What follows belongs to an exercise in optimizing a design on an open flow for small area; a production flow would make more cautious choices.
Only simulation tests tie the RTL to the original design; equivalence was not proved.
The clock port is modelled as an ideal driver; clocking choices that lean on that would not hold on a real chip.
Power is estimated from default activity; no workload was simulated.

alpha:
// bms_frame_codec
module bms_frame_codec (
    input  wire        clk,
    input  wire        rst,
    input  wire        op_valid,
    output wire        op_ready,
    input  wire [7:0]  op_code,
    input  wire [31:0] op_arg,
    input  wire        hin_valid,
    output wire        hin_ready,
    input  wire [7:0]  hin_data,
    output wire        res_valid,
    input  wire        res_ready,
    output wire [3:0]  res_code,
    output wire [31:0] res_data,
    output wire        hout_valid,
    input  wire        hout_ready,
    output wire [7:0]  hout_data,
    output wire        tx_valid,
    input  wire        tx_ready,
    output wire [7:0]  tx_data,
    input  wire        rx_valid,
    output wire        rx_ready,
    input  wire        rx_tmo,
    input  wire [7:0]  rx_data
);
For scale: about 2100 flip-flops, ~0.046 mm2 of cells after synthesis.
==> flow/config.mk <==
export PLATFORM = sky130hd
export DESIGN_NAME = bms_frame_codec
export DESIGN_NICKNAME = bms_frame_codec
export VERILOG_FILES = /design/flow/design.v
export SDC_FILE = /design/flow/constraint.sdc
export NUM_CORES = 4
export LEC_CHECK = 0
export CAP_MARGIN = 20
export CORE_MARGIN = 2
export CORE_UTILIZATION = 50
export PLACE_DENSITY = 0.9
export SLEW_MARGIN = 20
==> flow/constraint.sdc <==
create_clock -name core_clock -period 10.0 [get_ports {clk}]
set_input_delay 2.0000 -clock core_clock [delete_from_list [all_inputs] [get_ports {clk}]]
set_output_delay 2.0000 -clock core_clock [all_outputs]
set_load 0.01 [all_outputs]
standard.sh (not shown) runs the stock make flow with config.mk's settings and CLKGATE_MAP_FILE= SYNTH_SCRIPT=/design/flow/synth_recipe.tcl, a recipe that flattens the netlist after the stock synthesis.
==> flow/flow/run.sh <==
#!/bin/bash
# Standard ORFS layout (the standard.sh), with two changes:
#  - clock tree: clkbuf_16 buffers, clusters of at most 32 sinks within 60 um,
#    and no dummy loads;
#  - port buffers: buf_1 cells.
set -euo pipefail
bash standard.sh \
  "CTS_ARGS=-sink_clustering_enable -repair_clock_nets -dont_use_dummy_load -sink_clustering_size 32 -sink_clustering_max_diameter 60 -buf_list sky130_fd_sc_hd__clkbuf_16" \
  "BUFFER_PORTS_ARGS=-buffer_cell sky130_fd_sc_hd__buf_1" \
  finish > flow_make.log 2>&1
[inputs] beta vs alpha
Settings: a change of CORE_UTILIZATION from 50 to 65; a deleted PLACE_DENSITY that had been 0.9.
==> flow/flow/run.sh <==
#!/bin/bash
# Standard ORFS layout (the standard.sh), with two changes:
#  - clock tree: clkbuf_16 buffers, clusters of at most 24 sinks within 60 um,
#    and no dummy loads;
#  - port buffers: buf_1 cells.
set -euo pipefail
bash standard.sh \
  "CTS_ARGS=-sink_clustering_enable -repair_clock_nets -dont_use_dummy_load -sink_clustering_size 24 -sink_clustering_max_diameter 60 -buf_list sky130_fd_sc_hd__clkbuf_16" \
  "BUFFER_PORTS_ARGS=-buffer_cell sky130_fd_sc_hd__buf_1" \
  finish > flow_make.log 2>&1
## What came out
- Re normalized max-slew margin: alpha was lower than beta.
- Biggest cell delay along the critical path, alpha and beta: higher on beta
- The share of cell area taken by flip-flops and latches of alpha and that of beta are within noise of each other.
- beta — utilization of the core after routing 17 points higher, alpha as reference
- Diff alpha -> beta | reported leakage power | up slightly
What gamma does differently from beta at the input level:
==> flow/flow/run.sh <==
#!/bin/bash
# Standard ORFS layout (the standard.sh), with two changes:
#  - clock tree: clkbuf_8 buffers, clusters of at most 12 sinks within 40 um,
#    and no dummy loads;
#  - port buffers: buf_1 cells.
set -euo pipefail
bash standard.sh \
  "CTS_ARGS=-sink_clustering_enable -repair_clock_nets -dont_use_dummy_load -sink_clustering_size 12 -sink_clustering_max_diameter 40 -buf_list sky130_fd_sc_hd__clkbuf_8" \
  "BUFFER_PORTS_ARGS=-buffer_cell sky130_fd_sc_hd__buf_1" \
  finish > flow_make.log 2>&1
Findings:
Compared with beta, in gamma total power divided by cell area now sits lower; first-pass GRT wire length shrank by 4.8%. Post-route minimum period was lower in the run labelled beta. Compared with beta, gamma shows final critical-path setup slack lower by 160 ps. Summary of gamma over beta: final area now sits higher; fraction of layout cells with a size suffix above 1 now sits higher.
Here is what was changed in the inputs of delta compared with gamma.
Settings: an added PLACE_DENSITY of 0.9; a change of CORE_UTILIZATION from 65 to 50.
==> flow/flow/run.sh <==
#!/bin/bash
# Standard ORFS layout (the standard.sh), with two changes:
#  - clock tree: clkbuf_16 buffers, clusters of at most 28 sinks within 60 um,
#    and no dummy loads;
#  - port buffers: buf_1 cells.
set -euo pipefail
bash standard.sh \
  "CTS_ARGS=-sink_clustering_enable -repair_clock_nets -dont_use_dummy_load -sink_clustering_size 28 -sink_clustering_max_diameter 60 -buf_list sky130_fd_sc_hd__clkbuf_16" \
  "BUFFER_PORTS_ARGS=-buffer_cell sky130_fd_sc_hd__buf_1" \
  finish > flow_make.log 2>&1
Notes after the runs:
- delta ended with less share of total power in the clock network than gamma.
- Number of cells on the critical path (lower): gamma
- Final non-filler cell area essentially unchanged between delta and gamma.
- On share of the synthesized netlist area taken by xor and xnor gates, delta and gamma are basically level.
- Taking gamma as the reference, in delta post-layout minimum cycle time now smaller; number of cells upsized or downsized after cts did not really move.
- From gamma to delta the numbers moved as follows: total wirelength of the detailed-routed design lost about 12%, power after layout lost 0.34 mW, worst setup slack picked up an extra 290 ps, die area picked up an extra 0.022 mm2.

job 4124:
bms_frame_codec, a different RTL version from the one above (not shown whole).
For scale: ~2700 cells after synthesis.
clock: 10.0 ns
lec_check: 0
cap_margin: 20
core_margin: 2
core_utilization: 50
place_density: 0.9
slew_margin: 20
==> flow/flow/run.sh <==
#!/bin/bash
# Standard ORFS layout (the standard.sh), with these changes:
#  - port buffers: buf_1 cells;
#  - clock tree: clkbuf_16 buffers, no dummy loads, and the sink clustering
#    picked from a few candidates: after placement each candidate tree is
#    built on the placed design, and the one adding the least area whose
#    worst flip-flop clock-pin slew (placement parasitics) is at most
#    SLEW_CAP ns is used for the real clock tree;
#  - the buffers synthesis inserted are removed at floorplan
#    (REMOVE_ABC_BUFFERS=1); repair_design adds back the ones needed.
set -euo pipefail
BUF="BUFFER_PORTS_ARGS=-buffer_cell sky130_fd_sc_hd__buf_1"
RAB="REMOVE_ABC_BUFFERS=1"
BASE="-sink_clustering_enable -repair_clock_nets -dont_use_dummy_load -buf_list sky130_fd_sc_hd__clkbuf_16"
SLEW_CAP=0.118
RES=orfs/results/$FLOW_PLATFORM/bms_frame_codec/base

bash standard.sh "$BUF" "$RAB" place > flow_place.log 2>&1

CANDS=("-sink_clustering_size 34 -sink_clustering_max_diameter 80"
       "-sink_clustering_size 32 -sink_clustering_max_diameter 80"
       "-sink_clustering_size 32 -sink_clustering_max_diameter 60"
       "-sink_clustering_size 30 -sink_clustering_max_diameter 80"
       "-sink_clustering_size 28 -sink_clustering_max_diameter 100"
       "-sink_clustering_size 24 -sink_clustering_max_diameter 60")
pids=()
for i in "${!CANDS[@]}"; do
  TRIAL_DB=$RES/3_place.odb TRIAL_SDC=$RES/3_place.sdc TRIAL_CTS_ARGS="$BASE ${CANDS[$i]}" \
    openroad -no_init -threads 1 -exit flow/cts_trial.tcl > flow_cts_trial_$i.log 2>&1 &
  pids+=($!)
  if (( ${#pids[@]} >= NUM_CORES )); then wait "${pids[0]}" || true; pids=("${pids[@]:1}"); fi
done
wait || true

best=""; best_area=""
for i in "${!CANDS[@]}"; do
  r=$(grep -h "^TRIAL_RESULT" flow_cts_trial_$i.log | tail -1 || true)
  [[ -z "$r" ]] && continue
  area=$(echo "$r" | awk '{print $2}'); slew=$(echo "$r" | awk '{print $3}')
  echo "candidate $i: ${CANDS[$i]} area $area slew $slew" >> flow_cts_pick.log
  if awk -v s="$slew" -v c="$SLEW_CAP" 'BEGIN{exit !(s <= c)}'; then
    if [[ -z "$best" ]] || awk -v a="$area" -v b="$best_area" 'BEGIN{exit !(a < b)}'; then
      best=$i; best_area=$area
    fi
  fi
done
[[ -z "$best" ]] && best=$(( ${#CANDS[@]} - 1 ))
echo "picked $best: ${CANDS[$best]}" >> flow_cts_pick.log

bash standard.sh "$BUF" "$RAB" "CTS_ARGS=$BASE ${CANDS[$best]}" finish > flow_make.log 2>&1
Other scripts of this flow, unchanged in this note and not shown: flow/flow/cts_trial.tcl
Job 4124 | status: complete | timing, DRC, antenna: pass
Modified inputs, job 5135 compared to job 4124
-- flow/flow/run.sh --
<<< job 4124, line 8
#    SLEW_CAP ns is used for the real clock tree;
#  - the buffers synthesis inserted are removed at floorplan
#    (REMOVE_ABC_BUFFERS=1); repair_design adds back the ones needed.
>>> job 5135, line 8
#    SLEW_CAP ns is used for the real clock tree.
<<< job 4124, line 13
RAB="REMOVE_ABC_BUFFERS=1"
>>> job 5135, line 11
<<< job 4124, line 15
SLEW_CAP=0.118
>>> job 5135, line 12
SLEW_CAP=0.120
<<< job 4124, line 18
bash standard.sh "$BUF" "$RAB" place > flow_place.log 2>&1
>>> job 5135, line 15
bash standard.sh "$BUF" place > flow_place.log 2>&1
<<< job 4124, line 20
CANDS=("-sink_clustering_size 34 -sink_clustering_max_diameter 80"
>>> job 5135, line 17
CANDS=("-sink_clustering_size 36 -sink_clustering_max_diameter 100"
       "-sink_clustering_size 34 -sink_clustering_max_diameter 80"
       "-sink_clustering_size 33 -sink_clustering_max_diameter 90"
       "-sink_clustering_size 32 -sink_clustering_max_diameter 100"
<<< job 4124, line 22
       "-sink_clustering_size 32 -sink_clustering_max_diameter 60"
>>> job 5135, line 22
<<< job 4124, line 50
bash standard.sh "$BUF" "$RAB" "CTS_ARGS=$BASE ${CANDS[$best]}" finish > flow_make.log 2>&1
>>> job 5135, line 49
bash standard.sh "$BUF" "CTS_ARGS=$BASE ${CANDS[$best]}" finish > flow_make.log 2>&1
Results
Across job 5135 and job 4124, the outcome is the same: a clean finish for every run.
Taking job 5135 over job 4124, the highest achievable clock rate ratio works out to 0.939.
sky130_fd_sc_hd__nor2_1 as the standard cell with the maximum stage delay on the critical path was reported by job 5135, and sky130_fd_sc_hd__edfxtp_1 by job 4124.
Summary of job 5135 over job 4124: post-route standard cell area excluding fillers saw little to no change, final critical-path setup slack saw a decrease, met3 usage in global routing saw little to no change, layout buffer count excluding clock buffers saw a decrease.
The following lists how job 1829 was set up differently from job 5135:
-- flow/flow/run.sh --
<<< job 5135, line 12
SLEW_CAP=0.120
>>> job 1829, line 12
SLEW_CAP=0.118
<<< job 5135, line 17
CANDS=("-sink_clustering_size 36 -sink_clustering_max_diameter 100"
       "-sink_clustering_size 34 -sink_clustering_max_diameter 80"
       "-sink_clustering_size 33 -sink_clustering_max_diameter 90"
       "-sink_clustering_size 32 -sink_clustering_max_diameter 100"
>>> job 1829, line 17
CANDS=("-sink_clustering_size 34 -sink_clustering_max_diameter 80"
<<< job 5135, line 22
>>> job 1829, line 19
       "-sink_clustering_size 32 -sink_clustering_max_diameter 60"
### Flow results
The register fraction of the total cell area was comparable across job 5135 and job 1829.
| switching portion of total power | job 5135 vs job 1829 | ≈ equal |
In the flow results for job 5135 and job 1829, the post-layout minimum cycle time is larger on job 1829.

==> re-timing with driven ports <==
The flow's constraints put no driver on any port. The routed layouts listed below were extracted and timed again, unchanged, in two steps. Step 1, drivers: a clkbuf_16 drives clk and a buf_2 each remaining input, both assumed. Step 2 also shifts input and output timing later by t, the mid clock arrival at the registers, as if the neighbouring blocks saw the same clock. a / b / c = no drivers / after step 1 / after step 2; a / b = the first two.
run	t (ns)	setup slack, ns	hold slack, ns	clock arrival spread, ns
alpha	0.686	4.809 / 4.743 / 5.284	0.250 / 0.250 / 0.250	0.071 / 0.071
beta	0.698	4.703 / 4.636 / 5.330	0.289 / 0.289 / 0.289	0.119 / 0.119
gamma	0.863	4.546 / 4.489 / 5.322	0.256 / 0.256 / 0.256	0.164 / 0.163
delta	0.687	4.837 / 4.772 / 5.287	0.279 / 0.279 / 0.279	0.062 / 0.062
job 4124	0.679	4.800 / 4.734 / 5.115	0.257 / 0.257 / 0.257	0.069 / 0.068
job 5135	0.676	4.462 / 4.401 / 5.077	0.285 / 0.285 / 0.285	0.083 / 0.082
job 1829	0.677	4.433 / 4.368 / 5.031	0.275 / 0.275 / 0.275	0.073 / 0.072
After both steps every run listed still meets setup and hold.
